This design comes from an exercise in tuning for small area on the open sky130 flow, not from production work.
In this exercise RTL edits were held to simulation tests only and were not proved equivalent to the original.
Power and IR drop assume default switching activity.

### design.v
module srqd_core #(
    parameter PULSE_CYCLES = 4       
) (
    input  wire        clk,
    input  wire        rst,          
    input  wire        cmd_valid,
    output wire        cmd_ready,
    input  wire [15:0] cmd_word,
    output wire        rsp_valid,
    output wire [2:0]  rsp_status,
    output wire [1:0]  rsp_info,
    output reg  [31:0] result,
    output reg         fault,
    output wire [1:0]  sr_state,
    output wire [1:0]  qd_state,
    input  wire [5:0]  pin_deny,
    input  wire        notify_fail,
    input  wire        line_fail,
    output reg         sr_data,
    output reg         sr_shclk,
    output reg         sr_latch,
    output wire        sr_oe,
    input  wire        qd_a,
    input  wire        qd_b,
    input  wire        qd_sw,
    output wire        qd_oe,
    output wire        qd_armed
);
    localparam ST_OK       = 3'd0;
    localparam ST_RESOURCE = 3'd1;
    localparam ST_NOTIFY   = 3'd2;
    localparam ST_LINE     = 3'd3;
    localparam ST_LIFE     = 3'd4;
    localparam ST_ILLEGAL  = 3'd5;
    localparam SR_UNCON = 2'd0;
    localparam SR_READY = 2'd1;
    localparam SR_FAIL  = 2'd2;
    localparam SR_TORN  = 2'd3;
    localparam QD_UNCON = 2'd0;
    localparam QD_LIVE  = 2'd1;
    localparam QD_FAIL  = 2'd2;
    localparam QD_REL   = 2'd3;
    localparam M_SRI   = 3'd0;       
    localparam M_SHIFT = 3'd1;       
    localparam M_LAT   = 3'd2;       
    localparam M_IDLE  = 3'd3;
    localparam M_QDI   = 3'd4;       
    localparam M_POLL  = 3'd5;       
    localparam M_ONE   = 3'd6;       
    localparam M_RESP  = 3'd7;
    localparam K_NOP   = 3'd0;
    localparam K_READ  = 3'd2;
    localparam K_RESET = 3'd3;
    localparam K_REL   = 3'd4;
    localparam K_PRE   = 3'd5;
    localparam K_LIFE  = 3'd6;
    localparam K_ILL   = 3'd7;
    localparam P_RISE = 3'd0;
    localparam P_FALL = 3'd4;
    localparam P_DATA = 3'd7;
    reg [2:0]  mode;
    reg [2:0]  ph;
    reg [2:0]  bitn;
    reg        td;           
    reg [7:0]  imm;
    reg [1:0]  sr_st;
    reg [1:0]  qd_st;
    reg [31:0] count;
    reg        last_a;
    reg        curr_a;
    reg        sw_q;
    wire idle = mode[1] & mode[0];
    assign cmd_ready = idle;
    assign rsp_valid = (mode == M_RESP);
    assign sr_state  = sr_st;
    assign qd_state  = qd_st;
    wire sr_up = sr_st[0] ^ sr_st[1];            
    wire qd_up = qd_st[0] ^ qd_st[1];            
    assign sr_oe    = sr_up | (mode == M_SRI && ph != 3'd0);
    assign qd_oe    = qd_up | (mode == M_QDI && ph != 3'd0);
    assign qd_armed = qd_up | (mode == M_QDI && ph == 3'd2);
    wire sw_fall = qd_up & sw_q & ~qd_sw;
    wire [7:0] op   = cmd_word[15:8];
    wire       imm0 = (cmd_word[7:0] == 8'h00);
    wire op_hi = (op[7:6] == 2'b00) & ~op[3];
    wire g_sr  = op_hi & (op[5:4] == 2'b01) & ~op[2];             
    wire g_qd  = op_hi & (op[5:4] == 2'b10) & ~(op[2] & op[1]);   
    wire legal = (g_sr & (imm0 | (~op[1] & op[0])))
               | (g_qd & (imm0 | (op[2] & op[0])));
    wire sr_uncon = (sr_st == SR_UNCON);
    wire qd_uncon = (qd_st == QD_UNCON);
    wire sr_allow = (op[1:0] == 2'b00) ? sr_uncon :
                    (op[1:0] == 2'b11) ? ~sr_uncon : (sr_st == SR_READY);
    wire qd_allow = (op[2:0] == 3'b000) ? qd_uncon :
                    (op[2:0] == 3'b001) ? (qd_st == QD_LIVE) : ~qd_uncon;
    wire allow = op[5] ? qd_allow : sr_allow;
    wire one   = ~legal | ~allow
               | (~op[5] & op[1] & op[0] & (sr_st == SR_TORN))
               | (op[5] & (op[2] | op[1]));
    wire [2:0] n_mode = one ? M_ONE : {op[5], ~op[5] & op[1] & ~op[0], op[0]};
    wire [2:0] n_ph   = one ? ((~legal | ~allow) ? {2'b11, ~legal} : {3{op[5]}} & op[2:0])
                            : {3{op[0] & ~op[5]}};
    wire m_one   = (mode == M_ONE);
    wire m_sri   = (mode == M_SRI);
    wire m_shift = (mode == M_SHIFT);
    wire m_lat   = (mode == M_LAT);
    wire m_qdi   = (mode == M_QDI);
    wire m_poll  = (mode == M_POLL);
    wire ph0 = (ph == 3'd0);
    wire ph1 = (ph == 3'd1);
    wire ph2 = (ph == 3'd2);
    wire ph3 = (ph == 3'd3);
    wire ph4 = (ph == 3'd4);
    wire ph5 = (ph == 3'd5);
    wire ph6 = (ph == 3'd6);
    wire ph7 = (ph == 3'd7);
    wire bit7 = (bitn == 3'd7);
    wire sr_ev = (m_sri & ~ph0) | ((m_shift | m_lat) & ~(ph1 | ph2 | ph3));
    wire qd_ev = (m_qdi & ph2) | m_poll;
    wire ev_fail = (sr_ev | qd_ev) & line_fail;
    wire ok = ~line_fail;
    wire sr_deny = pin_deny[0] | pin_deny[1] | pin_deny[2];
    wire qd_deny = pin_deny[3] | pin_deny[4] | pin_deny[5];
    wire stop_fail = ev_fail & ~td;
    wire done = m_one
              | (m_sri & ((ph0 & sr_deny) | ph3))
              | (m_shift & ph4 & bit7 & ~td)
              | (m_lat & ((ph4 & ~td) | ph7))
              | (m_qdi & ((ph0 & qd_deny) | (ph1 & notify_fail) | ph2))
              | (m_poll & ph1)
              | stop_fail;
    localparam C_RES1 = 3'd6;
    localparam C_RES2 = 3'd7;
    reg [2:0] rc;
    assign rsp_status = {rc[2] & ~rc[1], rc[1] & ~rc[2], rc[0] | (rc[2] & rc[1])};
    assign rsp_info   = {rc[2] & rc[1] & rc[0], rc[2] & rc[1] & ~rc[0]};
    reg [2:0] d_code;
    always @(*) begin
        d_code = ST_OK;
        if (m_one) begin
            if (ph == K_LIFE) d_code = ST_LIFE;
            if (ph == K_ILL)  d_code = ST_ILLEGAL;
        end else if (stop_fail) begin
            d_code = ST_LINE;
        end else if (m_sri & ph0) begin
            d_code = pin_deny[0] ? ST_RESOURCE : pin_deny[1] ? C_RES1 : C_RES2;
        end else if (m_qdi & ph0) begin
            d_code = pin_deny[3] ? ST_RESOURCE : pin_deny[4] ? C_RES1 : C_RES2;
        end else if (m_qdi & ph1) begin
            d_code = ST_NOTIFY;
        end
    end
    wire ser_bit = imm[3'd7 - bitn];
    wire        dn = (qd_b == curr_a);
    wire [32:0] tgl;
    assign tgl[0] = m_poll & ph1 & ok & (curr_a != last_a);
    genvar gi;
    generate
        for (gi = 0; gi < 32; gi = gi + 1) begin : g_tgl
            assign tgl[gi+1] = tgl[gi] & (count[gi] ^ dn);
        end
    endgenerate
    wire cnt_zero = rst | sw_fall | (m_qdi & ph1) | (m_one & (ph == K_RESET));
    wire cnt_pre  = m_one & (ph == K_PRE);
    wire rd       = m_one & (ph == K_READ) & ~rst;
    always @(posedge clk) begin
        sw_q <= qd_sw;
        result <= ({32{rd}} & count) | ({32{~rd & ~rst}} & result);
        count  <= ({32{~cnt_zero & cnt_pre}} & {count[23:0], imm})
                | ({32{~cnt_zero & ~cnt_pre}} & (count ^ tgl[31:0]));
        if (idle) begin
            imm <= cmd_word[7:0];
            td  <= op[1] & op[0];       
        end
        bitn <= {3{~idle}} & (bitn + {2'b00, m_shift & ph4});
        ph <= idle ? n_ph : (m_shift & ph4) ? {3{~bit7}} : ph + 3'd1;
        curr_a <= qd_a;      
        if ((m_qdi & ph2 & ok) | (m_poll & ph1 & ok)) last_a <= m_qdi ? qd_a : curr_a;
        if (rst) begin
            mode       <= M_IDLE;
            sr_st      <= SR_UNCON;
            qd_st      <= QD_UNCON;
            rc         <= ST_OK;
            fault      <= 1'b0;
            sr_data    <= 1'b0;
            sr_shclk   <= 1'b0;
            sr_latch   <= 1'b0;
        end else begin
            if (idle)
                mode <= cmd_valid ? n_mode : M_IDLE;
            else if (done)
                mode <= M_RESP;
            else if (m_shift & ph4 & bit7)
                mode <= M_LAT;
            if (done) rc <= d_code;
            if (ev_fail) fault <= 1'b1;
            if (ok) begin
                if (m_shift & ph7) sr_data <= ser_bit;
                if (m_lat & ph5)   sr_data <= 1'b0;
                if (m_shift & ph0) sr_shclk <= 1'b1;
                if (m_shift & ph4) sr_shclk <= 1'b0;
                if (m_lat & ph6)   sr_shclk <= 1'b0;
                if (m_lat & ph0)   sr_latch <= 1'b1;
                if (m_lat & (ph4 | ph7)) sr_latch <= 1'b0;
            end
            if (m_sri & ~ph0 & line_fail) sr_st <= SR_FAIL;
            else if (m_sri & ph3)         sr_st <= SR_READY;
            if ((m_shift | m_lat) & stop_fail) sr_st <= SR_FAIL;
            if (m_lat & ph7)              sr_st <= SR_TORN;
            if (m_qdi & ph2)              qd_st <= line_fail ? QD_FAIL : QD_LIVE;
            if (m_poll & line_fail)       qd_st <= QD_FAIL;
            if (m_one & (ph == K_REL))    qd_st <= QD_REL;
        end
    end
endmodule
### constraint.sdc
create_clock -name core_clock -period 10.0 [get_ports {clk}]
set_input_delay 2.0000 -clock core_clock [delete_from_list [all_inputs] [get_ports {clk}]]
set_output_delay 2.0000 -clock core_clock [all_outputs]
set_load 0.01 [all_outputs]
### config.mk
export PLATFORM = sky130hd
export DESIGN_NAME = srqd_core
export DESIGN_NICKNAME = srqd_core
export VERILOG_FILES = /design/flow/design.v
export SDC_FILE = /design/flow/constraint.sdc
export NUM_CORES = 4
export LEC_CHECK = 0
export CAP_MARGIN = 20
export CORE_MARGIN = 2
export CORE_UTILIZATION = 40
export PLACE_DENSITY = 0.6
export SLEW_MARGIN = 20
### flow/synth.tcl
# The standard flow's synthesis (synth_recipe.tcl) with one change: abc maps with the
# area-oriented script in MY_ABC_SCRIPT instead of ORFS's speed script.
proc synth {args} { yosys synth -nofsm -noshare {*}$args }
proc abc {args} {
  set i [lsearch -exact $args -script]
  if { $i >= 0 } { set args [lreplace $args $i [expr {$i + 1}] -script $::env(MY_ABC_SCRIPT)] }
  yosys abc {*}$args
}
source $::env(SCRIPTS_DIR)/synth.tcl
# left out here: clear keep_hierarchy, flatten, clean up, hide names made inside functions, write 1_2_yosys.v
### standard.sh
#!/bin/bash
# synth_recipe.tcl (not shown) runs the flow's synth.tcl, then flattens the netlist and writes it again
# the make line also repeats each setting of config.mk as NAME=value (left out here)
make -C /OpenROAD-flow-scripts/flow DESIGN_CONFIG=/design/flow/config.mk WORK_HOME=/design/flow/orfs CLKGATE_MAP_FILE= SYNTH_SCRIPT=/design/flow/synth_recipe.tcl "${@:-finish}"
### flow/run.sh
#!/bin/bash
# The standard layout (standard.sh), with:
#  - synthesis mapped by an area-oriented abc script (flow/synth.tcl), without
#    the half/full-adder extraction step,
#  - ports buffered with the smallest buffer,
#  - a clock tree of small buffers without dummy loads.
# make's output goes to standard.log; each ORFS step logs to orfs/logs.
set -euo pipefail
W=$PWD
bash standard.sh \
  SYNTH_SCRIPT=$W/flow/synth.tcl MY_ABC_SCRIPT=$W/flow/area.abc ADDER_MAP_FILE= \
  "BUFFER_PORTS_ARGS=-buffer_cell sky130_fd_sc_hd__buf_1" \
  "CTS_ARGS=-sink_clustering_enable -repair_clock_nets -dont_use_dummy_load -buf_list sky130_fd_sc_hd__clkbuf_8 -sink_clustering_size 24" \
  finish > standard.log 2>&1
### flow/area.abc
strash; &get -n; &st; &dch -f; &nf -a -R 1000; &put
==> results of run 1 <==
-- state kept, by name (all words and copies together), names as in the netlist --
name      flops
sr_data       1
qd_st         2
result       32
last_a        1
ph            3
rc            3
sr_shclk      1
imm           8
sr_st         2
curr_a        1
bitn          3
sr_latch      1
fault         1
td            1
count        32
sw_q          1
mode          3
-- critical path: cells and delay by family --
kind | cells | cell delay (ns)
AOI/OAI and AO/OA | 1 | 0.08
xor gates and xnor gates | 3 | 0.45
buffers and inverters | 2 | 0.62
and+or+nand+nor | 28 | 4.28
-- cell usage after synthesis --
cell type | instances | area, µm²
nor3_1 | 13 | 65.1
nor2_1 | 42 | 158
nand2_1 | 73 | 274
a31oi_1 | 6 | 37.5
a31o_1 | 1 | 8.76
a41oi_1 | 1 | 8.76
mux4_2 | 2 | 45.0
nand3b_1 | 1 | 7.51
a311oi_1 | 1 | 8.76
a22o_1 | 32 | 280
xor2_1 | 32 | 280
o211a_1 | 1 | 10.0
nor4_1 | 4 | 25.0
edfxtp_1 | 10 | 300
a211oi_1 | 3 | 22.5
mux2i_1 | 1 | 10.0
nand4_1 | 2 | 12.5
nand3_1 | 11 | 55.1
nand2b_1 | 2 | 12.5
xnor2_1 | 37 | 324
or4_1 | 1 | 7.51
and2_0 | 2 | 12.5
a221oi_1 | 1 | 8.76
a32oi_1 | 1 | 8.76
a2111oi_0 | 2 | 17.5
o21ai_0 | 46 | 230
nor3b_1 | 3 | 22.5
o311ai_0 | 1 | 8.76
or2_0 | 5 | 31.3
or3b_1 | 2 | 17.5
nor2b_1 | 10 | 62.6
and3b_1 | 2 | 17.5
a21oi_1 | 20 | 100
o21a_1 | 1 | 7.51
and3_1 | 6 | 37.5
or3_1 | 4 | 25.0
o22ai_1 | 2 | 12.5
o31ai_1 | 1 | 7.51
dfxtp_1 | 86 | 1720
clkinv_1 | 5 | 18.8
-- power by group --
group	internal, mW	switching, mW
registers	0.434	0.0523
clock network	0.0809	0.116
logic	0.0793	0.129
-- worst max-delay path by stage --
stage / from / end / slack, ns / cells past startpoint
CTS: qd_b / count[31] / 2.79 / 34
finish: qd_b / count[31] / 2.76 / 34
global placement: qd_b / count[31] / 2.63 / 34
detailed placement: qd_b / count[31] / 2.42 / 34
global route: qd_b / count[31] / 1.95 / 34
floorplan: qd_b / count[31] / 1.61 / 32
-- area by class of cell --
cell class	instances	share of cell area, %
Tap cell	136	3.42
Sequential cell	96	40.7
Clock buffer	9	2.49
Multi-Input combinational cell	375	46.5
Timing Repair Buffer	83	6.57
Inverter	5	0.378
-- metrics by stage --
stage	cells	worst slack, ns	util, %	instance area, µm²
2_1_floorplan	476	1.61	-	4320
3_3_place_gp	695	2.63	46.5	4850
3_5_place_dp	695	2.42	46.5	4850
5_1_grt	704	1.95	47.7	4970
6_report	704	2.76	47.7	4970
4_1_cts	704	2.79	47.7	4970
-- cells by family after synthesis --
group / after synthesis / share of synthesized area, %
AND/OR/NAND/NOR: 183 / 19.5
multiplexers: 3 / 1.27
XOR/XNOR: 69 / 14.0
AO/OA/AOI/OAI: 120 / 18.0
flip-flops: 96 / 46.8
buffers and inverters: 5 / 0.434
-- layer usage --
layer / track usage (%) / up-vias / part of all wire (%)
met5: 0 / - / 0
met4: 5.86 / 0 / 1.2
met3: 3.44 / 8 / 4.8
met2: 27.0 / 103 / 45
met1: 25.8 / 1719 / 49
li1: - / 1886 / -
==> metrics.yaml, run 1 <==
worst_hold_path:
  hp-start: "fault"
  whs_path_depth: 2
  hold_class: "register to register"
  holdPathEnd: "fault"
clock_tree:
  cts_setup_buffers: 0
  ctsHoldBuffers: 0
  path_clk_slew_ns: 0.09
  cts_tree: "yes"
  cts-root-buf: "clkbuf_8"
  postCtsResizedCells: 0
  clk_path_buf_depth: 2
  clock_latency_ns: 0.36
  cts.htree.levels: 3
  clock_sinks: 96
  numCtsBuffers: 9
timing:
  fin_crit_sh_pct: 72.4
  slew_headroom_pct: 33.1
  hold_slack_ns: 0.452
  hold_viol: 0
  tightestPinTransition_ns: 1.00
  clock_skew_ns: 0.0290
  setup_viol: 0
  rsz0062_at_grt: "false"
  fmax_ghz: 0.138
  finalSetupTns_ns: 0
  drv_slew: 0
  layout_min_cycle_time_ns: 7.24
cells_and_area:
  fillers: 1017
  multi_input_area_um2: 2310
  diodes: 0
  final_cell_mix: "86 x dfxtp_1, 79 x buf_1, 73 x nand2_1"
  layout_commonest_cell: "dfxtp_1"
  nets: 600
  drive_above_1_share_pct: 3.35
  regArea_um2: 2020
  syn_to_final_growth_pct: 15.0
worst_setup_path:
  ff2ff_path_depth: 34
  timing.reg2reg.setup_slack_ns: 3.75
  cp_slowest_cell: "buf_4"
  start_kind: "input port"
  reg2reg_from: "ph[0]"
  cp.arrival_ns: 7.46
  crit_type: "input port to register"
  crit_fanout: 31
  rr_endpoint: "count[31]"
  end_kind: "register"
  cpPeakStageDelay_ns: 0.43
  crit_top_cell: "nor2_1"
  critPathRequiredTime_ns: 10.22
power_and_ir_drop:
  pwr_density_cell_nw_per_um2: 179
  power_leakage_nw: 1.67
  vdd_drop_max_v: 0.0000784
  power.total_mw: 0.892
floorplanning:
  row_count: 37
  start_util_pct: 41.5
  chipHeight_um: 108
  coreArea_um2: 10400
  die_area_um2: 11700
  die_x_um: 108
  ios: 80
route:
  dr.first_iter.drc_count: 251
  drc_errors: 0
  viasPerCell: 5.28
  antenna_left: 0
  via_count: 3716
  post_drt_wl_per_cell_um: 14.2
  routed_wl_um: 10000
  first_pass_iters: 4
synthesis:
  yosysWarnings: 1
  synth_cell_type_count: 40
  synthesis.area_um2: 4320
  ys_seq_area_share_pct: 46.8
  synth_seq_cells: 96
  syn_nets: 506
  synth_cells: 476
  avgSynthCellArea_um2: 9.08
flow_run:
  cap_violations: 0
placed_design:
  gp_congestion: 0.870
  portBuffers: 79
  dp_hpwl_um: 7290
global_routing:
  grt_pass1_wl_um: 16800
  grt_usage_pct: 17.9
  antenna_found_initial: 0
  grt_pass1_vias: 3488
  overflow: 0
  grt_max_degree: 33
outcome:
  status: "finished clean"
==> run 2, diff against run 1 <==
--- a/flow/run.sh
+++ b/flow/run.sh
@@ -10,5 +10,5 @@
 bash standard.sh \
   SYNTH_SCRIPT=$W/flow/synth.tcl MY_ABC_SCRIPT=$W/flow/area.abc ADDER_MAP_FILE= \
   "BUFFER_PORTS_ARGS=-buffer_cell sky130_fd_sc_hd__buf_1" \
-  "CTS_ARGS=-sink_clustering_enable -repair_clock_nets -dont_use_dummy_load -buf_list sky130_fd_sc_hd__clkbuf_8 -sink_clustering_size 24" \
+  "CTS_ARGS=-sink_clustering_enable -repair_clock_nets -dont_use_dummy_load -buf_list sky130_fd_sc_hd__clkbuf_8 -sink_clustering_size 32 -sink_clustering_max_diameter 300 -sink_buffer_max_cap_derate 1.0" \
   finish > standard.log 2>&1
==> run 2 against run 1 <==
Effect of this change:
- synthesized cell count unchanged
- sequential cell count stayed put
- clock skew unchanged
- final cell count unchanged
- hold slack unchanged
- maximum frequency unchanged
- sequential share of layout area did not move
- sequential power hardly changed
- register-to-register slack about the same
- highest routed layer unchanged
==> metrics.yaml, run 2 <==
outcome:
  status: "finished clean"
clock_tree:
  cts.htree.levels: 3  # unchanged
  clock_sinks: 96  # unchanged
  cts_setup_buffers: 0  # unchanged
  ctsHoldBuffers: 0  # unchanged
  cts_tree: "yes"
  postCtsResizedCells: 0  # unchanged
  path_clk_slew_ns: 0.09  # about the same
  cts-root-buf: "clkbuf_8"
  clock_latency_ns: 0.36  # about the same
  numCtsBuffers: 9  # unchanged
  clk_path_buf_depth: 2  # unchanged
cells_and_area:
  finish.utilization_pct: 47.7  # unchanged
  nets: 600  # unchanged
  syn_to_final_growth_pct: 15.0  # unchanged
  diodes: 0  # unchanged
  drive_above_1_share_pct: 3.35  # unchanged
  final_cell_mix: "86 x dfxtp_1, 79 x buf_1, 73 x nand2_1"
  final_cells: 704  # unchanged
  stdcell_area_um2: 4970  # unchanged
  top_regs: "count: 32 flops, result: 32 flops, imm: 8 flops"
  layout_commonest_cell: "dfxtp_1"
power_and_ir_drop:
  pwr_density_cell_nw_per_um2: 179  # unchanged
  vdd_drop_max_v: 0.0000784  # unchanged
  power_leakage_nw: 1.67  # unchanged
global_routing:
  grt_pass1_vias: 3488  # unchanged
  antenna_found_initial: 0  # unchanged
  grt_max_degree: 33  # unchanged
  grt_usage_pct: 17.9  # unchanged
  grt_pass1_wl_um: 16800  # unchanged
  overflow: 0  # unchanged
route:
  post_drt_wl_per_cell_um: 14.2  # unchanged
  dr.first_iter.drc_count: 251  # unchanged
  routed_wl_um: 10000  # unchanged
  antenna_left: 0  # unchanged
  drc_errors: 0  # unchanged
  viasPerCell: 5.28  # unchanged
  first_pass_iters: 4  # unchanged
  via_count: 3716  # unchanged
timing:
  slew_headroom_pct: 33.1  # unchanged
  fmax_ghz: 0.138  # unchanged
  setup_viol: 0  # unchanged
  timing.final.ws_setup_ns: 2.76  # unchanged
  layout_min_cycle_time_ns: 7.24  # unchanged
  drv_slew: 0  # unchanged
  rsz0062_at_grt: "false"
  fin_crit_sh_pct: 72.4  # unchanged
  finalSetupTns_ns: 0  # unchanged
  clock_skew_ns: 0.0290  # unchanged
  tightestPinTransition_ns: 1.00  # unchanged
  hold_viol: 0  # unchanged
synthesis:
  synth_cells: 476  # unchanged
  synth_seq_cells: 96  # unchanged
  synth_top_area_cell: "dfxtp_1"
  avgSynthCellArea_um2: 9.08  # unchanged
  syn_nets: 506  # unchanged
  synth.most_common_cell: "dfxtp_1"
  yosysTopAreaCellShare_pct: 39.8  # unchanged
  netlist_top_cells_count: "86 x dfxtp_1, 73 x nand2_1, 46 x o21ai_0"
  synth_cell_type_count: 40  # unchanged
  synthTopCellsByArea: "dfxtp_1 40%, xnor2_1 7.5%, edfxtp_1 6.9%, a22o_1 6.5%, xor2_1 6.5%"
  synth_enable_flop_cells: 10  # unchanged
  ys_seq_area_share_pct: 46.8  # unchanged
  async_flop_share_pct: 0  # unchanged
  yosysWarnings: 1  # unchanged
  synthesis.area_um2: 4320  # unchanged
  synthFlopType: "dfxtp_1"
placed_design:
  portBuffers: 79  # unchanged
  placed_cell_area_um2: 4850  # unchanged
  dp_hpwl_um: 7290  # unchanged
  place_ws_ns: 2.42  # unchanged
  dp_cells: 695  # unchanged
  gp_congestion: 0.870  # unchanged
worst_setup_path:
  end_kind: "register"
  cpPeakStageDelay_ns: 0.43  # about the same
  cp_slowest_cell: "buf_4"
  cp.arrival_ns: 7.46  # about the same
  crit_fanout: 31  # unchanged
  start_kind: "input port"
  critPathRequiredTime_ns: 10.22  # about the same
  crit_type: "input port to register"
  crit_top_cell: "nor2_1"
floorplanning:
  ios: 80  # unchanged
  die_area_um2: 11700  # unchanged
  coreArea_um2: 10400  # unchanged
  chipHeight_um: 108  # unchanged
  row_count: 37  # unchanged
  start_util_pct: 41.5  # unchanged
  die_x_um: 108  # unchanged
worst_hold_path:
  hold_class: "register to register"
flow_run:
  cap_violations: 0  # unchanged
-- run 2: logic make-up (layout without fill, tap and decap cells) --
kind of cell	count (synthesis)	in the layout	share of synthesized area, %
xor+xnor	69	69	14.0
simple gates	183	183	19.5
buf+inv	5	97	0.434
mux	3	3	1.27
flops	96	96	46.8
compound gates	120	120	18.0
-- run 2: layer usage --
layer	share of wire, %	global-route usage, %	vias to the layer above
met1	49	25.8	1719
met3	4.8	3.44	8
met2	45	27.0	103
met4	1.2	5.86	0
li1	-	-	1886
met5	0	0	-
-- run 2: cell type report --
type	count	area [µm²]
well taps	136	170
fillers	1017	5450
flip-flops and latches	96	2020
repair buffers	83	327
inverters	5	18.8
clock buffers	9	124
multi-input cells	375	2310
-- run 2: worst paths after layout --
path,startpoint,to,slack (ns),depth (start not counted)
worst min register to register,fault,fault,0.45,2
worst min-delay path,fault,fault,0.45,2
worst max-delay path,qd_b,count[31],2.76,34
worst max register to register,ph[0],count[31],3.75,34
-- run 2: stage by stage --
stage	hold slack (ns)	power (mW)
after floorplan	0.438	0.628
after global placement	0.444	0.701
after detailed placement	0.452	0.702
after CTS	0.461	0.900
after global routing	0.487	0.950
final	0.452	0.892
-- run 2: where the power goes --
group          switching [mW]  internal, mW  total [mW]  leakage [nW]
logic                   0.129        0.0793       0.208         0.813
registers              0.0523         0.434       0.487         0.796
clock network           0.116        0.0809       0.197        0.0647
total                   0.297         0.594       0.892          1.67
-- run 2: critical path: cells and delay by family --
| kind | cells | cell delay [ns] |
|---|---|---|
| XOR/XNOR | 3 | 0.45 |
| buffers and inverters | 2 | 0.62 |
| AO/OA/AOI/OAI | 1 | 0.08 |
| AND/OR/NAND/NOR | 28 | 4.28 |
==> run 3, diff against run 2 <==
--- a/flow/run.sh
+++ b/flow/run.sh
@@ -10,5 +10,5 @@
 bash standard.sh \
   SYNTH_SCRIPT=$W/flow/synth.tcl MY_ABC_SCRIPT=$W/flow/area.abc ADDER_MAP_FILE= \
   "BUFFER_PORTS_ARGS=-buffer_cell sky130_fd_sc_hd__buf_1" \
-  "CTS_ARGS=-sink_clustering_enable -repair_clock_nets -dont_use_dummy_load -buf_list sky130_fd_sc_hd__clkbuf_8 -sink_clustering_size 32 -sink_clustering_max_diameter 300 -sink_buffer_max_cap_derate 1.0" \
+  "CTS_ARGS=-sink_clustering_enable -repair_clock_nets -dont_use_dummy_load -buf_list {sky130_fd_sc_hd__clkbuf_4 sky130_fd_sc_hd__clkbuf_8} -sink_clustering_size 24" \
   finish > standard.log 2>&1
==> run 3 against run 2 <==
Effect of this change:
- die area unchanged
- sequential cell count unchanged
- sequential share of layout area did not move
- non-clock buffer count did not move
- hold slack stayed put
- maximum frequency did not move
- total power is the same
- cell area is the same
- global-route usage did not move
- first-iteration DRC count did not move
- wire length is the same
- clock skew is the same
- largest power group unchanged
==> metrics.yaml, run 3 <==
global_routing:
  grt_max_degree: 33  # unchanged
  top_usage_layer: "met2"
  use_met1_pct: 25.8  # unchanged
  grt_use_met3_pct: 3.44  # unchanged
  grt_pass1_wl_um: 16800  # unchanged
  grt_usage_pct: 17.9  # unchanged
  grt_pass1_vias: 3488  # unchanged
  use_met2_pct: 27.0  # unchanged
  antenna_found_initial: 0  # unchanged
  overflow: 0  # unchanged
floorplanning:
  ios: 80  # unchanged
  chipHeight_um: 108  # unchanged
  coreArea_um2: 10400  # unchanged
  start_util_pct: 41.5  # unchanged
  die_x_um: 108  # unchanged
  die_area_um2: 11700  # unchanged
  row_count: 37  # unchanged
flow_run:
  cap_violations: 0  # unchanged
placed_design:
  gp_congestion: 0.870  # unchanged
  dp_hpwl_um: 7290  # unchanged
  portBuffers: 79  # unchanged
synthesis:
  async_flop_share_pct: 0  # unchanged
  synthFlopType: "dfxtp_1"
  synth_cells: 476  # unchanged
  ys_seq_area_share_pct: 46.8  # unchanged
  netlist_top_cells_count: "86 x dfxtp_1, 73 x nand2_1, 46 x o21ai_0"
  synth_top_area_cell: "dfxtp_1"
  avgSynthCellArea_um2: 9.08  # unchanged
  synth_enable_flop_cells: 10  # unchanged
  yosysWarnings: 1  # unchanged
  synthesis.area_um2: 4320  # unchanged
  syn_nets: 506  # unchanged
  yosysTopAreaCellShare_pct: 39.8  # unchanged
  synth.most_common_cell: "dfxtp_1"
  synth_cell_type_count: 40  # unchanged
  synth_seq_cells: 96  # unchanged
  synthTopCellsByArea: "dfxtp_1 40%, xnor2_1 7.5%, edfxtp_1 6.9%, a22o_1 6.5%, xor2_1 6.5%"
timing:
  finalSetupTns_ns: 0  # unchanged
  layout_min_cycle_time_ns: 7.24  # unchanged
  fmax_ghz: 0.138  # unchanged
  slew_headroom_pct: 33.1  # unchanged
  clock_skew_ns: 0.0290  # unchanged
  fin_crit_sh_pct: 72.4  # unchanged
  hold_viol: 0  # unchanged
  setup_viol: 0  # unchanged
  tightestPinTransition_ns: 1.00  # unchanged
  drv_slew: 0  # unchanged
  rsz0062_at_grt: "false"
clock_tree:
  numCtsBuffers: 9  # unchanged
  path_clk_slew_ns: 0.09  # about the same
  postCtsResizedCells: 0  # unchanged
  cts_setup_buffers: 0  # unchanged
  clock_latency_ns: 0.36  # about the same
  clock_sinks: 96  # unchanged
  cts.htree.levels: 3  # unchanged
  cts-root-buf: "clkbuf_8"
  clk_path_buf_depth: 2  # unchanged
  ctsHoldBuffers: 0  # unchanged
  cts_tree: "yes"
power_and_ir_drop:
  pwr_density_cell_nw_per_um2: 179  # unchanged
  power_leakage_nw: 1.67  # unchanged
  power.total_mw: 0.892  # unchanged
  vdd_drop_max_v: 0.0000784  # unchanged
worst_setup_path:
  cp_slowest_cell: "buf_4"
  crit_type: "input port to register"
  end_kind: "register"
  crit_fanout: 31  # unchanged
  start_kind: "input port"
  cp.arrival_ns: 7.46  # about the same
  cpPeakStageDelay_ns: 0.43  # about the same
  critPathRequiredTime_ns: 10.22  # about the same
  crit_top_cell: "nor2_1"
cells_and_area:
  drive_above_1_share_pct: 3.35  # unchanged
  diodes: 0  # unchanged
  final_cell_mix: "86 x dfxtp_1, 79 x buf_1, 73 x nand2_1"
  nets: 600  # unchanged
  layout_commonest_cell: "dfxtp_1"
  syn_to_final_growth_pct: 15.0  # unchanged
  top_regs: "count: 32 flops, result: 32 flops, imm: 8 flops"
route:
  first_pass_iters: 4  # unchanged
  dr.first_iter.drc_count: 251  # unchanged
  routed_wl_um: 10000  # unchanged
  post_drt_wl_per_cell_um: 14.2  # unchanged
  via_count: 3716  # unchanged
  viasPerCell: 5.28  # unchanged
  antenna_left: 0  # unchanged
  drc_errors: 0  # unchanged
outcome:
  status: "finished clean"
worst_hold_path:
  hold_class: "register to register"
==> run 3: stage by stage <==
stage	setup WS (ns)	std cells	utilization, %	hold WS (ns)	area (µm²)
finish	2.76	704	47.7	0.452	4970
global route	1.95	704	47.7	0.487	4970
CTS	2.79	704	47.7	0.461	4970
detailed placement	2.42	695	46.5	0.452	4850
global placement	2.63	695	46.5	0.444	4850
floorplan	1.61	476	-	0.438	4320
==> run 3: report_power, final <==
| group | total, mW | switching [mW] | leakage (nW) | internal [mW] |
|---|---|---|---|---|
| Clock | 0.197 | 0.116 | 0.0647 | 0.0809 |
| Sequential | 0.487 | 0.0523 | 0.796 | 0.434 |
| Combinational | 0.208 | 0.129 | 0.813 | 0.0793 |
| Total | 0.892 | 0.297 | 1.67 | 0.594 |
==> run 3: final timing paths <==
path	startpoint	endpoint	slack, ns	cells after the start
setup / recovery	qd_b	count[31]	2.76	34
hold / removal	fault	fault	0.45	2
setup reg to reg	ph[0]	count[31]	3.75	34
hold reg to reg	fault	fault	0.45	2
==> run 3: metal layers <==
layer	wire length, µm	vias up
met5	0	-
met4	116	0
met3	482	8
met2	4470	103
met1	4930	1719
li1	-	1886
==> run 3: worst max-delay path: cells and delay by family <==
family	cells	cell delay, ns
compound gates	1	0.08
buf+inv	2	0.62
xor+xnor	3	0.45
simple gates	28	4.28
==> run 3: area by class of cell <==
type | instances | area (µm²)
Fill cell | 1017 | 5450
Multi-Input combinational cell | 375 | 2310
Sequential cell | 96 | 2020
Timing Repair Buffer | 83 | 327
Tap cell | 136 | 170
Clock buffer | 9 | 124
Inverter | 5 | 18.8
==> run 3: cell families after synthesis <==
kind of cell,share of synthesized area [%]
simple gates,19.5
compound gates,18.0
flops,46.8
xor+xnor,14.0
buf+inv,0.434
mux,1.27
==> run 4, diff against run 3 <==
--- a/design.v
+++ b/design.v
@@ -61,13 +61,12 @@
     reg [2:0]  mode;
     reg [2:0]  ph;
     reg [2:0]  bitn;
-    reg        td;           
+    reg        aux;          
     reg [7:0]  imm;
     reg [1:0]  sr_st;
     reg [1:0]  qd_st;
     reg [31:0] count;
     reg        last_a;
-    reg        curr_a;
     reg        sw_q;
     wire idle = mode[1] & mode[0];
     assign cmd_ready = idle;
@@ -121,39 +120,37 @@
     wire ok = ~line_fail;
     wire sr_deny = pin_deny[0] | pin_deny[1] | pin_deny[2];
     wire qd_deny = pin_deny[3] | pin_deny[4] | pin_deny[5];
-    wire stop_fail = ev_fail & ~td;
+    wire stop_fail = ev_fail & ~(aux & ~mode[2]);
     wire done = m_one
               | (m_sri & ((ph0 & sr_deny) | ph3))
-              | (m_shift & ph4 & bit7 & ~td)
-              | (m_lat & ((ph4 & ~td) | ph7))
+              | (m_shift & ph4 & bit7 & ~aux)
+              | (m_lat & ((ph4 & ~aux) | ph7))
               | (m_qdi & ((ph0 & qd_deny) | (ph1 & notify_fail) | ph2))
               | (m_poll & ph1)
               | stop_fail;
-    localparam C_RES1 = 3'd6;
-    localparam C_RES2 = 3'd7;
+    localparam C_OK    = 3'd0;
+    localparam C_RES0  = 3'd1;
+    localparam C_NOTE  = 3'd2;
+    localparam C_LINE  = 3'd3;
+    localparam C_RES1  = 3'd4;
+    localparam C_RES2  = 3'd5;
+    localparam C_LIFE  = 3'd6;
+    localparam C_ILL   = 3'd7;
     reg [2:0] rc;
-    assign rsp_status = {rc[2] & ~rc[1], rc[1] & ~rc[2], rc[0] | (rc[2] & rc[1])};
-    assign rsp_info   = {rc[2] & rc[1] & rc[0], rc[2] & rc[1] & ~rc[0]};
-    reg [2:0] d_code;
-    always @(*) begin
-        d_code = ST_OK;
-        if (m_one) begin
-            if (ph == K_LIFE) d_code = ST_LIFE;
-            if (ph == K_ILL)  d_code = ST_ILLEGAL;
-        end else if (stop_fail) begin
-            d_code = ST_LINE;
-        end else if (m_sri & ph0) begin
-            d_code = pin_deny[0] ? ST_RESOURCE : pin_deny[1] ? C_RES1 : C_RES2;
-        end else if (m_qdi & ph0) begin
-            d_code = pin_deny[3] ? ST_RESOURCE : pin_deny[4] ? C_RES1 : C_RES2;
-        end else if (m_qdi & ph1) begin
-            d_code = ST_NOTIFY;
-        end
-    end
+    assign rsp_status = {rc[2] & rc[1], rc[1] & ~rc[2], rc[0] | (rc[2] & ~rc[1])};
+    assign rsp_info   = {rc[2] & ~rc[1] & rc[0], rc[2] & ~rc[1] & ~rc[0]};
+    wire       acq    = (m_sri | m_qdi) & ph0;
+    wire       den0   = m_qdi ? pin_deny[3] : pin_deny[0];
+    wire       den1   = m_qdi ? pin_deny[4] : pin_deny[1];
+    wire       k_err  = ph[2] & ph[1];                  
+    wire [2:0] d_code = acq       ? (den0 ? C_RES0 : den1 ? C_RES1 : C_RES2) :
+                        m_one     ? {k_err, k_err, k_err & ph[0]} :
+                        stop_fail ? C_LINE :
+                        (m_qdi & ph1) ? C_NOTE : C_OK;
     wire ser_bit = imm[3'd7 - bitn];
-    wire        dn = (qd_b == curr_a);
+    wire        dn = (qd_b == aux);
     wire [32:0] tgl;
-    assign tgl[0] = m_poll & ph1 & ok & (curr_a != last_a);
+    assign tgl[0] = m_poll & ph1 & ok & (aux != last_a);
     genvar gi;
     generate
         for (gi = 0; gi < 32; gi = gi + 1) begin : g_tgl
@@ -170,17 +167,18 @@
                 | ({32{~cnt_zero & ~cnt_pre}} & (count ^ tgl[31:0]));
         if (idle) begin
             imm <= cmd_word[7:0];
-            td  <= op[1] & op[0];       
+            aux  <= op[1] & op[0];       
+        end else if (m_poll) begin
+            aux  <= qd_a;                
         end
         bitn <= {3{~idle}} & (bitn + {2'b00, m_shift & ph4});
         ph <= idle ? n_ph : (m_shift & ph4) ? {3{~bit7}} : ph + 3'd1;
-        curr_a <= qd_a;      
-        if ((m_qdi & ph2 & ok) | (m_poll & ph1 & ok)) last_a <= m_qdi ? qd_a : curr_a;
+        if ((m_qdi & ph2 & ok) | (m_poll & ph1 & ok)) last_a <= m_qdi ? qd_a : aux;
         if (rst) begin
             mode       <= M_IDLE;
             sr_st      <= SR_UNCON;
             qd_st      <= QD_UNCON;
-            rc         <= ST_OK;
+            rc         <= C_OK;
             fault      <= 1'b0;
             sr_data    <= 1'b0;
             sr_shclk   <= 1'b0;
--- a/flow/run.sh
+++ b/flow/run.sh
@@ -8,7 +8,7 @@
 set -euo pipefail
 W=$PWD
 bash standard.sh \
-  SYNTH_SCRIPT=$W/flow/synth.tcl MY_ABC_SCRIPT=$W/flow/area.abc ADDER_MAP_FILE= \
+  SYNTH_SCRIPT=$W/flow/synth.tcl MY_ABC_SCRIPT=$W/flow/area.abc ADDER_MAP_FILE= SLEW_MARGIN=0 CAP_MARGIN=0 \
   "BUFFER_PORTS_ARGS=-buffer_cell sky130_fd_sc_hd__buf_1" \
-  "CTS_ARGS=-sink_clustering_enable -repair_clock_nets -dont_use_dummy_load -buf_list {sky130_fd_sc_hd__clkbuf_4 sky130_fd_sc_hd__clkbuf_8} -sink_clustering_size 24" \
+  "CTS_ARGS=-sink_clustering_enable -repair_clock_nets -dont_use_dummy_load -buf_list sky130_fd_sc_hd__clkbuf_8 -sink_clustering_size 24" \
   finish > standard.log 2>&1
==> run 4 against run 3 <==
Effect of this change:
- still clean on timing, DRC and antenna
- clock power is essentially flat
- cell area shrank 0.86%
- final cell count shrank 0.43%
- critical endpoint unchanged
- largest cell class unchanged
==> metrics.yaml, run 4 <==
outcome:
  status: "finished clean"
floorplanning:
  chipHeight_um: 107  # -0.56%
  die_x_um: 107  # -0.56%
  coreArea_um2: 10400  # -0.44%
  die_area_um2: 11500  # -1.1%
  start_util_pct: 41.2  # -0.30 points
  ios: 80  # unchanged
  row_count: 37  # unchanged
power_and_ir_drop:
  pwr_density_cell_nw_per_um2: 202  # +13%
  vdd_drop_max_v: 0.0000838  # +6.9%
  power.total_mw: 0.997  # +12%
  power_leakage_nw: 1.69  # +0.84%
worst_setup_path:
  rr_endpoint: "count[31]"
  crit_path_start: "qd_b"
  cp_slowest_cell: "buf_4"
  cpPeakStageDelay_ns: 0.43  # about the same
  start_kind: "input port"
  ff2ff_path_depth: 31  # -8.8%
  timing.reg2reg.setup_slack_ns: 3.39  # -0.36 ns
  crit_fanout: 31  # unchanged
  crit_end: "count[31]"
  crit_type: "input port to register"
  reg2reg_from: "ph[0]"
  cp.arrival_ns: 7.67  # +0.21 ns
  critPathRequiredTime_ns: 10.21  # about the same
  end_kind: "register"
global_routing:
  grt_pass1_wl_um: 16800  # +0.13%
  grt_usage_pct: 18.2  # +0.27 points
  grt_max_degree: 33  # unchanged
  overflow: 0  # unchanged
  grt_pass1_vias: 3547  # +1.7%
  antenna_found_initial: 0  # unchanged
clock_tree:
  clock_sinks: 95  # -1.0%
  numCtsBuffers: 9  # unchanged
  path_clk_slew_ns: 0.10  # about the same
  cts.htree.levels: 3  # unchanged
  cts_tree: "yes"
  clk_path_buf_depth: 2  # unchanged
  postCtsResizedCells: 0  # unchanged
  clock_latency_ns: 0.37  # about the same
  cts_setup_buffers: 0  # unchanged
  ctsHoldBuffers: 0  # unchanged
  cts-root-buf: "clkbuf_8"
placed_design:
  place_ws_ns: 2.26  # -0.161 ns
  dp_hpwl_um: 7350  # +0.83%
  gp_congestion: 0.833  # -4.2%
  placed_cell_area_um2: 4800  # -0.88%
  portBuffers: 79  # unchanged
cells_and_area:
  final_cell_mix: "85 x dfxtp_1, 79 x buf_1, 76 x nand2_1"
  layout_commonest_cell: "dfxtp_1"
  stdcell_area_um2: 4930  # -0.86%
  drive_above_1_share_pct: 3.54  # +0.19 points
  nets: 597  # -0.50%
  fillers: 1026  # +0.88%
  diodes: 0  # unchanged
  syn_to_final_growth_pct: 15.3
  top_regs: "count: 32 flops, result: 32 flops, imm: 8 flops"
  finish.utilization_pct: 47.5  # -0.20 points
synthesis:
  synthFlopType: "dfxtp_1"
  synth_top_area_cell: "dfxtp_1"
  synth_cell_type_count: 37  # -7.5%
  avgSynthCellArea_um2: 9.05  # -0.32%
  syn_nets: 502  # -0.79%
  synth.most_common_cell: "dfxtp_1"
  synth_seq_cells: 95  # -1.0%
  netlist_top_cells_count: "85 x dfxtp_1, 76 x nand2_1, 47 x o21ai_0"
  yosysTopAreaCellShare_pct: 39.8  # about the same
  synth_cells: 472  # -0.84%
  ys_seq_area_share_pct: 46.9  # +0.080 points
  async_flop_share_pct: 0  # unchanged
  synth_enable_flop_cells: 10  # unchanged
  synthTopCellsByArea: "dfxtp_1 40%, xnor2_1 7.2%, edfxtp_1 7.0%, nand2_1 6.7%, a22o_1 6.6%"
  yosysWarnings: 1  # unchanged
  synthesis.area_um2: 4270  # -1.2%
route:
  antenna_left: 0  # unchanged
  drc_errors: 0  # unchanged
  viasPerCell: 5.30  # +0.45%
  first_pass_iters: 4  # unchanged
  dr.first_iter.drc_count: 218  # -13%
  routed_wl_um: 10100  # +1.2%
  post_drt_wl_per_cell_um: 14.4  # +1.7%
  via_count: 3717  # +0.027%
timing:
  clock_skew_ns: 0.0261  # -0.00283 ns
  layout_min_cycle_time_ns: 7.46  # +0.220 ns
  fmax_ghz: 0.134  # -2.9%
  tightestPinTransition_ns: 1.04  # +0.0347 ns
  finalSetupTns_ns: 0  # unchanged
  slew_headroom_pct: 30.6  # -2.5 points
  rsz0062_at_grt: "false"
  drv_slew: 0  # unchanged
  fin_crit_sh_pct: 74.6  # +2.2 points
  timing.final.ws_setup_ns: 2.54  # -0.220 ns
  setup_viol: 0  # unchanged
  hold_viol: 0  # unchanged
flow_run:
  cap_violations: 0  # unchanged
worst_hold_path:
  hold_class: "register to register"
run 4: cell type report:
class / count / area, µm² / share of cell area [%]
flip-flops and latches: 95 / 2000 / 40.6
multi-input cells: 370 / 2270 / 46.1
well taps: 136 / 170 / 3.45
inverters: 7 / 26.3 / 0.533
repair buffers: 84 / 334 / 6.78
clock buffers: 9 / 124 / 2.51
run 4: worst min path at each step:
stage                     slack, ns        from          to  cells after the start
after CTS                      0.48  result[19]  result[19]                      1
after global placement         0.46      imm[3]    count[3]                      2
final                          0.48      imm[3]    count[3]                      2
after global routing           0.49  result[14]  result[14]                      1
after floorplan                0.44      imm[1]    count[1]                      2
after detailed placement       0.46      imm[3]    count[3]                      2
run 4: power breakdown:
group	internal (mW)	switching (mW)
combinational	0.119	0.200
sequential	0.431	0.0467
clock	0.0809	0.119
run 4: routing by layer:
metal | share of wire (%) | vias to the layer above | track usage (%)
met4 | 1.5 | 0 | 6.14
met1 | 49 | 1734 | 24.6
li1 | - | 1885 | -
met3 | 4.0 | 17 | 3.21
met5 | 0 | - | 0
met2 | 46 | 81 | 29.3
run 4: worst max-delay path: cells and delay by family:
family	cells	cell delay, ns
xor+xnor	3	0.47
simple gates	25	4.45
buf+inv	2	0.63
compound gates	1	0.08
run 4: kinds of logic (layout without fill, tap and decap cells):
family,Yosys count,count (layout),synth area share [%]
mux,5,5,1.76
compound gates,126,126,19.1
xor+xnor,67,67,13.7
simple gates,172,172,17.9
buf+inv,7,100,0.615
flops,95,95,46.9
run 4: metrics by stage:
step,hold slack (ns),cells
2_1_floorplan,0.438,472
3_3_place_gp,0.457,692
3_5_place_dp,0.461,692
4_1_cts,0.484,701
5_1_grt,0.493,701
6_report,0.480,701
==> run 5, diff against run 4 <==
--- a/flow/run.sh
+++ b/flow/run.sh
@@ -8,7 +8,7 @@
 set -euo pipefail
 W=$PWD
 bash standard.sh \
-  SYNTH_SCRIPT=$W/flow/synth.tcl MY_ABC_SCRIPT=$W/flow/area.abc ADDER_MAP_FILE= SLEW_MARGIN=0 CAP_MARGIN=0 \
+  SYNTH_SCRIPT=$W/flow/synth.tcl MY_ABC_SCRIPT=$W/flow/area.abc ADDER_MAP_FILE= \
   "BUFFER_PORTS_ARGS=-buffer_cell sky130_fd_sc_hd__buf_1" \
   "CTS_ARGS=-sink_clustering_enable -repair_clock_nets -dont_use_dummy_load -buf_list sky130_fd_sc_hd__clkbuf_8 -sink_clustering_size 24" \
   finish > standard.log 2>&1
==> run 5 against run 4 <==
Effect of this change:
- synthesized area did not move
- highest routed layer unchanged
- first-iteration DRC count did not move
- critical path depth did not move
- die area did not move
- final cell count did not move
- cell area did not move
==> metrics.yaml, run 5 <==
outcome:
  status: "finished clean"
timing:
  rsz0062_at_grt: "false"
  layout_min_cycle_time_ns: 7.46  # unchanged
  drv_slew: 0  # unchanged
  finalSetupTns_ns: 0  # unchanged
  clock_skew_ns: 0.0261  # unchanged
  slew_headroom_pct: 30.6  # unchanged
  setup_viol: 0  # unchanged
  hold_viol: 0  # unchanged
  tightestPinTransition_ns: 1.04  # unchanged
  fin_crit_sh_pct: 74.6  # unchanged
  fmax_ghz: 0.134  # unchanged
cells_and_area:
  fillers: 1026  # unchanged
  final_cell_mix: "85 x dfxtp_1, 79 x buf_1, 76 x nand2_1"
  nets: 597  # unchanged
  diodes: 0  # unchanged
  layout_commonest_cell: "dfxtp_1"
  top_regs: "count: 32 flops, result: 32 flops, imm: 8 flops"
  finish.utilization_pct: 47.5  # unchanged
  drive_above_1_share_pct: 3.54  # unchanged
  syn_to_final_growth_pct: 15.3  # unchanged
global_routing:
  antenna_found_initial: 0  # unchanged
  overflow: 0  # unchanged
  grt_pass1_vias: 3547  # unchanged
  grt_usage_pct: 18.2  # unchanged
  grt_pass1_wl_um: 16800  # unchanged
  grt_max_degree: 33  # unchanged
worst_setup_path:
  start_kind: "input port"
  crit_type: "input port to register"
  cpPeakStageDelay_ns: 0.43  # about the same
  cp_slowest_cell: "buf_4"
  critPathRequiredTime_ns: 10.21  # about the same
  end_kind: "register"
  crit_fanout: 31  # unchanged
  cp.arrival_ns: 7.67  # about the same
synthesis:
  netlist_top_cells_count: "85 x dfxtp_1, 76 x nand2_1, 47 x o21ai_0"
  yosysWarnings: 1  # unchanged
  syn_nets: 502  # unchanged
  synth_top_area_cell: "dfxtp_1"
  synthesis.area_um2: 4270  # unchanged
  synth_cell_type_count: 37  # unchanged
  yosysTopAreaCellShare_pct: 39.8  # unchanged
  async_flop_share_pct: 0  # unchanged
  synth_seq_cells: 95  # unchanged
  synthFlopType: "dfxtp_1"
  synth_enable_flop_cells: 10  # unchanged
  avgSynthCellArea_um2: 9.05  # unchanged
  ys_seq_area_share_pct: 46.9  # unchanged
  synth.most_common_cell: "dfxtp_1"
  synth_cells: 472  # unchanged
  synthTopCellsByArea: "dfxtp_1 40%, xnor2_1 7.2%, edfxtp_1 7.0%, nand2_1 6.7%, a22o_1 6.6%"
route:
  antenna_left: 0  # unchanged
  via_count: 3717  # unchanged
  viasPerCell: 5.30  # unchanged
  routed_wl_um: 10100  # unchanged
  first_pass_iters: 4  # unchanged
  post_drt_wl_per_cell_um: 14.4  # unchanged
  drc_errors: 0  # unchanged
  dr.first_iter.drc_count: 218  # unchanged
clock_tree:
  cts.htree.levels: 3  # unchanged
  clock_latency_ns: 0.37  # about the same
  cts_tree: "yes"
  numCtsBuffers: 9  # unchanged
  ctsHoldBuffers: 0  # unchanged
  path_clk_slew_ns: 0.10  # about the same
  postCtsResizedCells: 0  # unchanged
  clock_sinks: 95  # unchanged
  clk_path_buf_depth: 2  # unchanged
  cts-root-buf: "clkbuf_8"
  cts_setup_buffers: 0  # unchanged
floorplanning:
  chipHeight_um: 107  # unchanged
  die_area_um2: 11500  # unchanged
  die_x_um: 107  # unchanged
  start_util_pct: 41.2  # unchanged
  row_count: 37  # unchanged
  coreArea_um2: 10400  # unchanged
  ios: 80  # unchanged
power_and_ir_drop:
  clkPwrFrac_pct: 20.0  # about the same
  seqPwrFrac_pct: 47.9  # about the same
  vdd_drop_max_v: 0.0000838  # unchanged
  p_int_mw: 0.631  # unchanged
  power_frac_comb_pct: 32.0  # about the same
  power.total_mw: 0.997  # unchanged
  pwr_density_cell_nw_per_um2: 202  # unchanged
  power_leakage_nw: 1.69  # unchanged
  switching_power_mw: 0.366  # unchanged
  p_sw_share_pct: 36.7  # unchanged
placed_design:
  portBuffers: 79  # unchanged
  dp_hpwl_um: 7350  # unchanged
  gp_congestion: 0.833  # unchanged
worst_hold_path:
  hold_class: "register to register"
flow_run:
  cap_violations: 0  # unchanged
run 5: final cells by class:
| cell class | count | area [µm²] | share of cell area, % |
|---|---|---|---|
| Sequential cell | 95 | 2000 | 40.6 |
| Inverter | 7 | 26.3 | 0.533 |
| Timing Repair Buffer | 84 | 334 | 6.78 |
| Clock buffer | 9 | 124 | 2.51 |
| Multi-Input combinational cell | 370 | 2270 | 46.1 |
| Tap cell | 136 | 170 | 3.45 |
run 5: metrics by stage:
| step | setup slack [ns] | hold WS [ns] | cell area (µm²) | instances |
|---|---|---|---|---|
| after detailed placement | 2.26 | 0.461 | 4800 | 692 |
| after CTS | 2.57 | 0.484 | 4930 | 701 |
| final | 2.54 | 0.480 | 4930 | 701 |
| after global routing | 1.86 | 0.493 | 4930 | 701 |
| after floorplan | 1.58 | 0.438 | 4270 | 472 |
| after global placement | 2.56 | 0.457 | 4800 | 692 |
run 5: cell families (layout without fill, tap and decap cells):
family | count (synthesis) | after routing | share of synthesized area [%]
AND/OR/NAND/NOR | 172 | 172 | 17.9
AO/OA/AOI/OAI | 126 | 126 | 19.1
flip-flops | 95 | 95 | 46.9
XOR/XNOR | 67 | 67 | 13.7
buffers and inverters | 7 | 100 | 0.615
multiplexers | 5 | 5 | 1.76
run 5: path summary, 6_finish.rpt:
path,from,end,slack (ns),cells after the start
worst max-delay path,qd_b,count[31],2.54,31
worst min-delay path,imm[3],count[3],0.48,2
worst min register to register,imm[3],count[3],0.48,2
worst max register to register,ph[0],count[31],3.39,31
run 5: critical path, delay by kind of cell:
family | cells | cell delay (ns)
AOI/OAI and AO/OA | 1 | 0.08
xor gates and xnor gates | 3 | 0.47
and+or+nand+nor | 25 | 4.45
buffers and inverters | 2 | 0.63
run 5: power groups by stage:
stage	sequential [mW]	combinational, mW	clock, mW
final	0.478	0.320	0.200
after global routing	0.485	0.354	0.222
after CTS	0.477	0.320	0.204
after detailed placement	0.486	0.318	0
after global placement	0.485	0.312	0
after floorplan	0.472	0.236	0
run 5: routing by layer:
metal,wire length [µm],up-vias,track usage (%),share of wire (%)
met1,4930,1734,24.6,49
met5,0,-,0,0
li1,-,1885,-,-
met4,154,0,6.14,1.5
met2,4640,81,29.3,46
met3,401,17,3.21,4.0
==> run 6, diff against run 5 <==
--- a/flow/run.sh
+++ b/flow/run.sh
@@ -10,5 +10,5 @@
 bash standard.sh \
   SYNTH_SCRIPT=$W/flow/synth.tcl MY_ABC_SCRIPT=$W/flow/area.abc ADDER_MAP_FILE= \
   "BUFFER_PORTS_ARGS=-buffer_cell sky130_fd_sc_hd__buf_1" \
-  "CTS_ARGS=-sink_clustering_enable -repair_clock_nets -dont_use_dummy_load -buf_list sky130_fd_sc_hd__clkbuf_8 -sink_clustering_size 24" \
+  "CTS_ARGS=-repair_clock_nets -dont_use_dummy_load -buf_list sky130_fd_sc_hd__clkbuf_16 -root_buf sky130_fd_sc_hd__clkbuf_16" \
   finish > standard.log 2>&1
==> run 6 against run 5 <==
Effect of this change:
- largest power group unchanged
- highest routed layer unchanged
- maximum frequency up 0.51%
- sequential share of layout area down 0.82 points
- clock power increased by 43%
- sequential power barely moved
- non-clock buffer count stayed put
- critical endpoint unchanged
- clock-buffer cell count is the same
==> metrics.yaml, run 6 <==
route:
  dr.first_iter.drc_count: 220  # +0.92%
  antenna_left: 0  # unchanged
  viasPerCell: 5.34  # +0.62%
  post_drt_wl_per_cell_um: 14.4  # -0.22%
  routed_wl_um: 10100  # -0.22%
  via_count: 3740  # +0.62%
  first_pass_iters: 4  # unchanged
  drc_errors: 0  # unchanged
synthesis:
  ys_seq_area_share_pct: 46.9  # unchanged
  synth.most_common_cell: "dfxtp_1"
  yosysWarnings: 1  # unchanged
  yosysTopAreaCellShare_pct: 39.8  # unchanged
  netlist_top_cells_count: "85 x dfxtp_1, 76 x nand2_1, 47 x o21ai_0"
  synth_seq_cells: 95  # unchanged
  avgSynthCellArea_um2: 9.05  # unchanged
  async_flop_share_pct: 0  # unchanged
  syn_nets: 502  # unchanged
  synth_top_area_cell: "dfxtp_1"
  synth_cell_type_count: 37  # unchanged
  synthTopCellsByArea: "dfxtp_1 40%, xnor2_1 7.2%, edfxtp_1 7.0%, nand2_1 6.7%, a22o_1 6.6%"
  synth_enable_flop_cells: 10  # unchanged
  synthesis.area_um2: 4270  # unchanged
  synthFlopType: "dfxtp_1"
  synth_cells: 472  # unchanged
worst_setup_path:
  critPathRequiredTime_ns: 10.18  # -0.03 ns
  cp_slowest_cell: "buf_4"
  cpPeakStageDelay_ns: 0.42  # about the same
  worst_path_dominant_cell_family: "simple AND/OR/NAND/NOR gates"
  rr_endpoint: "count[31]"
  cp.arrival_ns: 7.60  # -0.07 ns
  ff2ff_path_depth: 31  # unchanged
  end_kind: "register"
  crit_type: "input port to register"
  path_buf_inv: 2  # unchanged
  reg2reg_from: "ph[0]"
  timing.reg2reg.setup_slack_ns: 3.43  # +0.04 ns
  crit_fanout: 31  # unchanged
  start_kind: "input port"
cells_and_area:
  diodes: 0  # unchanged
  final_cells: 701  # unchanged
  syn_to_final_growth_pct: 17.7
  top_regs: "count: 32 flops, result: 32 flops, imm: 8 flops"
  final_cell_mix: "85 x dfxtp_1, 79 x buf_1, 76 x nand2_1"
  layout_commonest_cell: "dfxtp_1"
  drive_above_1_share_pct: 3.54  # unchanged
  nets: 597  # unchanged
global_routing:
  grt_pass1_wl_um: 16800  # -0.20%
  grt_usage_pct: 18.2  # +0.062 points
  overflow: 0  # unchanged
  antenna_found_initial: 0  # unchanged
  grt_max_degree: 33  # unchanged
  grt_pass1_vias: 3540  # -0.20%
clock_tree:
  cts_tree: "yes"
  ctsHoldBuffers: 0  # unchanged
  postCtsResizedCells: 0  # unchanged
  cts.htree.levels: 3  # unchanged
  numCtsBuffers: 9  # unchanged
  clock_latency_ns: 0.34  # -0.03 ns
  clk_path_buf_depth: 2  # unchanged
  path_clk_slew_ns: 0.07  # -0.03 ns
  cts-root-buf: "clkbuf_16"
  cts_setup_buffers: 0  # unchanged
  clock_sinks: 95  # unchanged
flow_run:
  cap_violations: 0  # unchanged
worst_hold_path:
  holdPathEnd: "count[3]"
  whs_path_depth: 2  # unchanged
  hold_class: "register to register"
  hp-start: "imm[3]"
placed_design:
  gp_congestion: 0.833  # unchanged
  portBuffers: 79  # unchanged
  dp_hpwl_um: 7350  # unchanged
  place_ws_ns: 2.26  # unchanged
  dp_cells: 692  # unchanged
timing:
  slew_headroom_pct: 30.8  # +0.21 points
  hold_viol: 0  # unchanged
  setup_viol: 0  # unchanged
  layout_min_cycle_time_ns: 7.43  # -0.0375 ns
  hold_slack_ns: 0.473  # -0.00631 ns
  rsz0062_at_grt: "false"
  drv_slew: 0  # unchanged
  timing.final.ws_setup_ns: 2.57  # +0.0375 ns
  fmax_ghz: 0.135  # +0.51%
  fin_crit_sh_pct: 74.3  # -0.38 points
  finalSetupTns_ns: 0  # unchanged
  tightestPinTransition_ns: 1.04  # -0.00318 ns
  clock_skew_ns: 0.0153  # -0.0109 ns
power_and_ir_drop:
  p_sw_share_pct: 34.4  # -2.3 points
  power_frac_comb_pct: 29.4  # -2.6 points
  power_leakage_nw: 1.73  # +2.7%
  pwr_density_cell_nw_per_um2: 215  # +6.3%
  seqPwrFrac_pct: 44.2  # -3.7 points
  clkPwrFrac_pct: 26.4  # +6.4 points
  power.total_mw: 1.08  # +8.5%
  switching_power_mw: 0.373  # +1.9%
  p_int_mw: 0.710  # +12%
  vdd_drop_max_v: 0.0000904  # +7.9%
floorplanning:
  coreArea_um2: 10400  # unchanged
  die_area_um2: 11500  # unchanged
  die_x_um: 107  # unchanged
  chipHeight_um: 107  # unchanged
  row_count: 37  # unchanged
  ios: 80  # unchanged
  start_util_pct: 41.2  # unchanged
outcome:
  status: "finished clean"
## run 6: metal layers
metal  global-route usage (%)  wire [µm]
met5                        0          0
met3                     3.33        394
met2                     29.7       4670
met4                     6.87        177
met1                     24.1       4860
## run 6: area by class of cell
| class | instances | area, µm² |
|---|---|---|
| clock buffers | 9 | 225 |
| fillers | 1013 | 5340 |
| inverters | 7 | 26.3 |
| multi-input cells | 370 | 2270 |
| flip-flops and latches | 95 | 2000 |
| well taps | 136 | 170 |
| repair buffers | 84 | 334 |
## run 6: kinds of logic (layout without fill, tap and decap cells)
logic type | after synthesis | count (layout) | synth area share, %
and+or+nand+nor | 172 | 172 | 17.9
muxes | 5 | 5 | 1.76
DFF | 95 | 95 | 46.9
AOI/OAI and AO/OA | 126 | 126 | 19.1
xor gates and xnor gates | 67 | 67 | 13.7
buffers and inverters | 7 | 100 | 0.615
## run 6: per-stage QoR
stage          cell area (µm²)  utilization (%)
2_1_floorplan             4270                -
3_3_place_gp              4800             46.3
3_5_place_dp              4800             46.3
4_1_cts                   5030             48.5
5_1_grt                   5030             48.5
6_report                  5030             48.5
## run 6: tightest hold or removal path, cell delays in order, from the launching register on
cell      delay (ns)
edfxtp_1        0.34
nand2_1         0.05
o21ai_0         0.05
## run 6: how the worst max path moves through the flow
stage | slack, ns | end | startpoint | depth (start not counted)
after global placement | 2.56 | count[31] | qd_b | 31
after CTS | 2.60 | count[31] | qd_b | 31
final | 2.57 | count[31] | qd_b | 31
after floorplan | 1.58 | count[31] | qd_b | 29
after global routing | 1.89 | count[31] | qd_b | 31
after detailed placement | 2.26 | count[31] | qd_b | 31
## run 6: power by group through the flow
stage               clock network, mW  logic [mW]  registers [mW]
floorplan                           0       0.236           0.472
CTS                             0.292       0.320           0.478
global placement                    0       0.312           0.485
detailed placement                  0       0.318           0.486
global route                    0.310       0.354           0.485
finish                          0.286       0.318           0.478
==> run 7, diff against run 6 <==
--- a/flow/run.sh
+++ b/flow/run.sh
@@ -8,7 +8,7 @@
 set -euo pipefail
 W=$PWD
 bash standard.sh \
-  SYNTH_SCRIPT=$W/flow/synth.tcl MY_ABC_SCRIPT=$W/flow/area.abc ADDER_MAP_FILE= \
+  SYNTH_SCRIPT=$W/flow/synth.tcl MY_ABC_SCRIPT=$W/flow/area.abc ADDER_MAP_FILE= SLEW_MARGIN=0 CAP_MARGIN=0 CORE_UTILIZATION=80 PLACE_DENSITY=0.88 \
   "BUFFER_PORTS_ARGS=-buffer_cell sky130_fd_sc_hd__buf_1" \
-  "CTS_ARGS=-repair_clock_nets -dont_use_dummy_load -buf_list sky130_fd_sc_hd__clkbuf_16 -root_buf sky130_fd_sc_hd__clkbuf_16" \
+  "CTS_ARGS=-sink_clustering_enable -repair_clock_nets -dont_use_dummy_load -buf_list sky130_fd_sc_hd__clkbuf_8 -sink_clustering_size 24" \
   finish > standard.log 2>&1
==> run 7 against run 6 <==
Effect of this change:
- still clean on timing, DRC and antenna
- first-iteration DRC count grew 140%
- final cell count shrank 9.8%
- highest routed layer unchanged
- synthesized cell count is the same
- clock skew grew 0.014 ns
- sequential cell count is the same
- register-to-register slack lost 0.89 ns
- wire length grew 17%
- largest power group unchanged
- non-clock buffer count shrank 3
==> metrics.yaml, run 7 <==
power_and_ir_drop:
  vdd_drop_max_v: 0.000181  # +100%
  seqPwrFrac_pct: 47.2  # +3.0 points
  power.total_mw: 1.02  # -5.9%
  power_leakage_nw: 1.67  # -3.6%
  p_int_mw: 0.629  # -11%
  clkPwrFrac_pct: 19.6  # -6.8 points
  switching_power_mw: 0.389  # +4.4%
  power_frac_comb_pct: 33.2  # +3.8 points
clock_tree:
  cts-root-buf: "clkbuf_8"
  cts.htree.levels: 3  # unchanged
  cts_tree: "yes"
  numCtsBuffers: 9  # unchanged
  ctsHoldBuffers: 0  # unchanged
  path_clk_slew_ns: 0.09  # +0.02 ns
  postCtsResizedCells: 0  # unchanged
  clk_path_buf_depth: 2  # unchanged
  cts_setup_buffers: 0  # unchanged
synthesis:
  synth_top_area_cell: "dfxtp_1"
  synth_cell_type_count: 37  # unchanged
  ys_seq_area_share_pct: 46.9  # unchanged
  yosysWarnings: 1  # unchanged
  yosysTopAreaCellShare_pct: 39.8  # unchanged
  synth_seq_cells: 95  # unchanged
  netlist_top_cells_count: "85 x dfxtp_1, 76 x nand2_1, 47 x o21ai_0"
  async_flop_share_pct: 0  # unchanged
  synth.most_common_cell: "dfxtp_1"
  synthesis.area_um2: 4270  # unchanged
worst_setup_path:
  critPathRequiredTime_ns: 10.21  # +0.03 ns
  ff2ff_path_depth: 31  # unchanged
  crit_type: "input port to register"
  end_kind: "register"
  cpPeakStageDelay_ns: 0.43  # about the same
  cp_slowest_cell: "buf_4"
  crit_fanout: 31  # unchanged
timing:
  rsz0062_at_grt: "false"
  fmax_ghz: 0.122  # -9.7%
  clock_skew_ns: 0.0291  # +0.0138 ns
  hold_viol: 0  # unchanged
  hold_slack_ns: 0.478  # +0.00455 ns
  tightestPinTransition_ns: 1.37  # +0.331 ns
  finalSetupTns_ns: 0  # unchanged
  fin_crit_sh_pct: 82.3  # +8.0 points
global_routing:
  grt_pass1_wl_um: 18900  # +13%
  grt_max_degree: 33  # unchanged
  antenna_found_initial: 0  # unchanged
  grt_pass1_vias: 3978  # +12%
  overflow: 0  # unchanged
placed_design:
  gp_congestion: 0.918  # +10%
  portBuffers: 79  # unchanged
  place_ws_ns: 2.10  # -0.156 ns
  placed_cell_area_um2: 4700  # -2.2%
route:
  post_drt_wl_per_cell_um: 18.7  # +30%
  drc_errors: 0  # unchanged
  viasPerCell: 6.75  # +26%
  dr.first_iter.drc_count: 538  # +140%
  via_count: 4265  # +14%
  antenna_left: 0  # unchanged
cells_and_area:
  final_cells: 632  # -9.8%
  finish.utilization_pct: 93.8  # +45 points
  drive_above_1_share_pct: 3.02  # -0.51 points
  nets: 594  # -0.50%
  syn_to_final_growth_pct: 12.9
  final_cell_mix: "85 x dfxtp_1, 79 x buf_1, 76 x nand2_1"
outcome:
  status: "finished clean"
flow_run:
  cap_violations: 0  # unchanged
floorplanning:
  row_count: 26  # -30%
  chipHeight_um: 77.1  # -28%
  ios: 80  # unchanged
  start_util_pct: 83.1  # +42 points
  coreArea_um2: 5140  # -50%
worst_hold_path:
  hold_class: "register to register"
-- run 7: cell types whose count changed in the layout (fill, tap and decap cells not counted) --
cell       delta
clkbuf_16     -9
clkbuf_8      +9
buf_4         -3
-- run 7: cell type report --
| type | count | area [µm²] |
|---|---|---|
| Sequential cell | 95 | 2000 |
| Timing Repair Buffer | 81 | 312 |
| Multi-Input combinational cell | 370 | 2270 |
| Inverter | 7 | 26.3 |
| Clock buffer | 9 | 124 |
| Fill cell | 173 | 318 |
| Tap cell | 70 | 87.6 |
-- run 7: kinds of logic (layout without fill, tap and decap cells) --
group                  count (synthesis)  count (layout)  share of synthesized area (%)
AO/OA/AOI/OAI                        126             126                           19.1
XOR/XNOR                              67              67                           13.7
buffers and inverters                  7              97                          0.615
AND/OR/NAND/NOR                      172             172                           17.9
flip-flops                            95              95                           46.9
multiplexers                           5               5                           1.76
-- run 7: routing by layer --
layer | GRT usage, % | vias to the layer above | routed length, µm
li1 | - | 1869 | -
met1 | 47.6 | 1971 | 4390
met2 | 68.4 | 341 | 5660
met3 | 7.53 | 84 | 1050
met4 | 23.8 | 0 | 686
met5 | 0 | - | 0
-- run 7: worst max-delay path: cells and delay by family --
kind	cells	cell delay (ns)
and+or+nand+nor	25	5.22
buffers and inverters	2	0.61
xor gates and xnor gates	3	0.50
AOI/OAI and AO/OA	1	0.09
-- run 7: worst paths after layout --
| path | endpoint | slack (ns) | from |
|---|---|---|---|
| worst max-delay path | count[31] | 1.77 | qd_b |
| worst min-delay path | result[18] | 0.48 | result[18] |
| worst max register to register | count[31] | 2.54 | ph[0] |
| worst min register to register | result[18] | 0.48 | result[18] |
-- run 7: power by group through the flow --
stage               combinational [mW]  clock, mW  sequential [mW]
finish                           0.339      0.199            0.481
global route                     0.362      0.210            0.486
CTS                              0.326      0.197            0.478
detailed placement               0.312          0            0.483
global placement                 0.295          0            0.481
floorplan                        0.236          0            0.472

[re-timing with driven ports]
In the flow no input, the clock included, has a driving cell. The finished layouts below were timed again as built, in two steps. Step 1, drivers: a clkbuf_16 drives clk and a buf_2 each remaining input, both assumed. Step 2 also shifts input and output timing later by t, the mid clock arrival at the registers, as if the neighbouring blocks saw the same clock. Slacks: ideal / step 1 / step 2; pairs: ideal / step 1.
run	t (ns)	setup WS [ns]
run 1	0.378	2.755 / 2.766 / 2.388
run 2	0.378	2.755 / 2.766 / 2.388
run 3	0.378	2.755 / 2.766 / 2.388
run 4	0.385	2.536 / 2.539 / 2.154
run 5	0.385	2.536 / 2.539 / 2.154
run 6	0.371	2.573 / 2.587 / 2.215
run 7	0.383	1.773 / 1.779 / 1.396
After both steps every run listed still meets setup and hold.
